What follows belongs to an exercise in optimizing a design on an open flow for small area; a production flow would make more cautious choices. The RTL was checked by simulation tests, not by an equivalence proof against the original design. Power figures rest on the tool's default switching activity, not on a simulated workload.

==> flow/design.v <==
module caliper_channel (
    input               clk,
    input               rst,
    input  [17:0]       dt_lo,
    input               dt_big,
    input               tick_stb,
    input               edge_stb,
    input               clk_line,
    input               data_line,
    input               invert,
    output reg [23:0]   smp,
    output reg          vld,
    output reg          pwr,
    output reg          notify
);
    localparam [17:0] OFF  = 18'd62144;            
    localparam [4:0]  L23  = 5'd14;
    reg [23:0]   acc;
    reg [4:0]    cnt;
    reg [17:0]   g;
    reg          far;
    reg          rs;
    wire c = clk_line  ^ invert;
    wire d = data_line ^ invert;
    wire [18:0] cy;
    wire [18:0] s;
    assign cy[0] = 1'b0;
    genvar k;
    generate
        for (k = 0; k < 18; k = k + 1) begin : g_add
            assign s[k]    = g[k] ^ dt_lo[k] ^ cy[k];
            assign cy[k+1] = (g[k] & dt_lo[k]) | (g[k] & cy[k]) | (dt_lo[k] & cy[k]);
        end
    endgenerate
    assign s[18] = cy[18];
    wire        ge_pl  = far | dt_big | s[18];
    wire        gt_rs  = rs | dt_big | (|dt_lo[17:11]) | cy[11] | (s[10:0] > 11'd1704);
    wire [23:0] acc_next = {d, acc[23:1]};
    wire        act      = edge_stb & c;
    wire [4:0]  cnt_inc  = {cnt[3:0], cnt[4] ^ cnt[2]};
    wire        last     = (cnt == L23);
    wire        pub      = act & last;
    always @(posedge clk) begin
        if (act)
            acc <= acc_next;
        if (rst)
            vld <= 1'b0;
        else if (pub)
            vld <= 1'b1;
        if (pub)
            smp <= acc_next;
    end
    always @(posedge clk) begin
        if (rst) begin
            cnt    <= 5'd1;
            g      <= OFF;
            far    <= 1'b0;
            rs     <= 1'b0;
            pwr    <= 1'b0;
            notify <= 1'b0;
        end else begin
            notify <= 1'b0;
            if (edge_stb) begin
                if (c) begin
                    pwr <= 1'b1;
                    if (last) begin
                        cnt    <= 5'd1;
                        notify <= 1'b1;
                    end else begin
                        cnt <= cnt_inc;
                    end
                end else if (gt_rs) begin
                    cnt <= 5'd1;
                end
                g   <= OFF;
                far <= 1'b0;
                rs  <= 1'b0;
            end else begin
                g   <= s[17:0];
                far <= ge_pl;
                rs  <= gt_rs;
                if (tick_stb && pwr && ge_pl) begin
                    pwr    <= 1'b0;
                    notify <= 1'b1;
                end
            end
        end
    end
endmodule
module caliper_sampler #(
    parameter NCH           = 16,
    parameter TW            = 64,
    parameter RESYNC_US     = 1000,
    parameter POWER_LOSS_US = 200000
) (
    input                clk,
    input                rst,
    input  [TW-1:0]      now,
    input                tick_stb,
    input  [NCH-1:0]     edge_stb,
    input  [NCH-1:0]     clk_line,
    input  [NCH-1:0]     data_line,
    input  [NCH-1:0]     invert,
    output [NCH-1:0]     notify,
    input  [3:0]         rd_ch,
    output [23:0]        rd_raw,
    output               rd_pwr,
    output               rd_unit,
    output               rd_sign,
    output [19:0]        rd_mag,
    input  [23:0]        dec_raw,
    output               dec_unit,
    output               dec_sign,
    output [19:0]        dec_mag
);
    reg  [TW-1:0]  prev_now;
    reg            first;
    wire [18:0]    dt_lo_b = {1'b0, now[17:0]} - {1'b0, prev_now[17:0]};
    wire [17:0]    dt_lo   = dt_lo_b[17:0];
    wire [TW-19:0] nh      = now[TW-1:18];
    wire [TW-19:0] ph      = prev_now[TW-1:18];
    wire [TW-19:0] z       = nh ^ ph;
    wire           x_le1   = ~|(z[TW-19:1] & (~ph[TW-20:0] | nh[TW-20:0]));
    wire           dt_big  = first ? |nh : (~x_le1 | (z[0] & ~dt_lo_b[18]));
    always @(posedge clk) begin
        prev_now <= {now[TW-1:18], now[17:0] & {18{~rst}}};
        first    <= rst;
    end
    wire [23:0]    smp [0:NCH-1];
    wire [NCH-1:0] vld;
    wire [NCH-1:0] pwr;
    genvar i;
    generate
        for (i = 0; i < NCH; i = i + 1) begin : g_ch
            caliper_channel u_ch (
                .clk       (clk),
                .rst       (rst),
                .dt_lo     (dt_lo),
                .dt_big    (dt_big),
                .tick_stb  (tick_stb),
                .edge_stb  (edge_stb[i]),
                .clk_line  (clk_line[i]),
                .data_line (data_line[i]),
                .invert    (invert[i]),
                .smp       (smp[i]),
                .vld       (vld[i]),
                .pwr       (pwr[i]),
                .notify    (notify[i])
            );
        end
    endgenerate
    assign rd_raw  = vld[rd_ch] ? smp[rd_ch] : 24'd0;
    assign rd_pwr  = pwr[rd_ch];
    assign rd_unit = rd_raw[23];
    assign rd_sign = rd_raw[20];
    assign rd_mag  = rd_raw[19:0];
    assign dec_unit = dec_raw[23];
    assign dec_sign = dec_raw[20];
    assign dec_mag  = dec_raw[19:0];
endmodule
==> flow/config.mk <==
export PLATFORM = sky130hd
export DESIGN_NAME = caliper_sampler
export DESIGN_NICKNAME = caliper_sampler
export VERILOG_FILES = /design/flow/design.v
export SDC_FILE = /design/flow/constraint.sdc
export NUM_CORES = 4
export LEC_CHECK = 0
export CAP_MARGIN = 20
export CORE_MARGIN = 2
export CORE_UTILIZATION = 80
export PLACE_DENSITY = 0.85
export SLEW_MARGIN = 20
==> flow/constraint.sdc <==
create_clock -name core_clock -period 10.0 [get_ports {clk}]
set_input_delay 2.0000 -clock core_clock [delete_from_list [all_inputs] [get_ports {clk}]]
set_output_delay 2.0000 -clock core_clock [all_outputs]
set_load 0.01 [all_outputs]
standard.sh (not shown) runs the stock make flow with config.mk's settings and CLKGATE_MAP_FILE= SYNTH_SCRIPT=/design/flow/synth_recipe.tcl, a recipe that flattens the netlist after the stock synthesis.
==> flow/flow/run.sh <==
#!/bin/bash
# Standard layout (the standard.sh, standard synthesis unchanged) with two
# changes: CTS does not add dummy loads, and port buffers are buf_1.
set -euo pipefail
W="$(cd "$(dirname "${BASH_SOURCE[0]}")/.." && pwd)"
cd "$W"
export CTS_ARGS="-sink_clustering_enable -repair_clock_nets -dont_use_dummy_load -buf_list sky130_fd_sc_hd__clkbuf_8 -sink_clustering_size 14 -sink_clustering_max_diameter 50"
export BUFFER_PORTS_ARGS="-buffer_cell sky130_fd_sc_hd__buf_1"
bash "$W/standard.sh" > "$W/standard.log" 2>&1
The starting point finished clean.
Next try:
CORE_UTILIZATION = 75   (was 80)
PLACE_DENSITY = 0.8   (was 0.85)
Result: Cell area barely changes; power barely changes; worst setup slack degrades by 100 ps; non-clock buffer count climbs by 1; area after synthesis stays the same; register-to-register slack got worse by 100 ps; routed wire length fell by a few percent; via count is lower by a few percent; cell count goes up slightly; first-iteration DRC count is lower by a quarter to a third; maximum frequency drops slightly.
Next try:
--- a/flow/flow/run.sh
+++ b/flow/flow/run.sh
@@ -7 +7 @@
-export CTS_ARGS="-sink_clustering_enable -repair_clock_nets -dont_use_dummy_load -buf_list sky130_fd_sc_hd__clkbuf_8 -sink_clustering_size 14 -sink_clustering_max_diameter 50"
+export CTS_ARGS="-sink_clustering_enable -repair_clock_nets -dont_use_dummy_load -buf_list sky130_fd_sc_hd__clkbuf_8 -sink_clustering_size 12 -sink_clustering_max_diameter 50"
Via count hardly moves.
Design area is higher slightly.
Routed wire length rises slightly.
Area after synthesis does not change.
Non-clock buffer count drops by 4.
Sequential cell count does not change.
Next try:
--- a/flow/flow/run.sh
+++ b/flow/flow/run.sh
@@ -7 +7 @@
-export CTS_ARGS="-sink_clustering_enable -repair_clock_nets -dont_use_dummy_load -buf_list sky130_fd_sc_hd__clkbuf_8 -sink_clustering_size 12 -sink_clustering_max_diameter 50"
+export CTS_ARGS="-sink_clustering_enable -repair_clock_nets -dont_use_dummy_load -buf_list sky130_fd_sc_hd__clkbuf_8 -sink_clustering_size 14 -sink_clustering_max_diameter 50"
CORE_UTILIZATION = 85   (was 75)
PLACE_DENSITY = 0.88   (was 0.8)
- Now the flow never finished: it broke off in global routing on DPL-0033
- synthesized area does not change
- synthesized cell count stays the same
Next try:
CORE_UTILIZATION = 65   (was 85)
PLACE_DENSITY = default   (was 0.88)
Result: With this change the flow went through all stages and came out clean; area after synthesis does not change; synthesized cell count does not change.
Next try:
--- a/flow/flow/run.sh
+++ b/flow/flow/run.sh
@@ -2,2 +2,8 @@
-# Standard layout (the standard.sh, standard synthesis unchanged) with two
-# changes: CTS does not add dummy loads, and port buffers are buf_1.
+# The standard layout (standard.sh, with the standard synthesis unchanged)
+# with two settings passed to ORFS through its environment:
+#  - CTS: no dummy loads, and clkbuf_8 leaf buffers for clusters of at most
+#    14 sinks within 50 um (the clock still reaches every register through
+#    the buffered tree; no skew is added on purpose);
+#  - port buffers: buf_1 on every input and output port.
+# Everything the tools print goes to standard.log here; ORFS keeps each step's
+# own log under orfs/logs/.
CORE_UTILIZATION = 80   (was 65)
PLACE_DENSITY = 0.85   (was default)
Result: The new run finished clean; setup slack gets better by 9.5 ps; routed wire length went up by a few percent; maximum frequency stays flat; clock-buffer cell count went down by 12; clock skew went down by 9.9 ps; design area went down slightly; total power went down slightly; cell count went down by a few percent.

## static timing again, ports no longer ideal
How much do the figures lean on ideal ports? The routed layouts below were timed once more, with nothing changed but the port constraints. Step 1 assumes that a clkbuf_16 drives the clock port and a buf_2 every other input. Step 2, shift: input delay + t, output delay - t, t = (earliest + latest rising clock arrival at the registers) / 2. This alone moves slack from input paths to output paths. a / b / c = ideal / step 1 / step 2; a / b = the first two.
| run | t (ns) | setup WS [ns] | worst register clock-pin slew, ns |
|---|---|---|---|
| the first run | 0.808 | 0.812 / 0.855 / 0.047 | 0.10 / 0.10 |
| the second run | 0.781 | 0.712 / 0.753 / -0.028 | 0.10 / 0.10 |
| the third run | 0.842 | 0.765 / 0.807 / -0.035 | 0.09 / 0.09 |
| the fifth run | 0.791 | 0.803 / 0.840 / 0.049 | 0.10 / 0.10 |
| the sixth run | 0.808 | 0.812 / 0.855 / 0.047 | 0.10 / 0.10 |
Met with ideal ports but missed after step 2: setup timing in the second run and the third run. The setup slack of the third run, which loses most, moves by +0.042 ns with the drivers and by -0.800 ns with both steps.
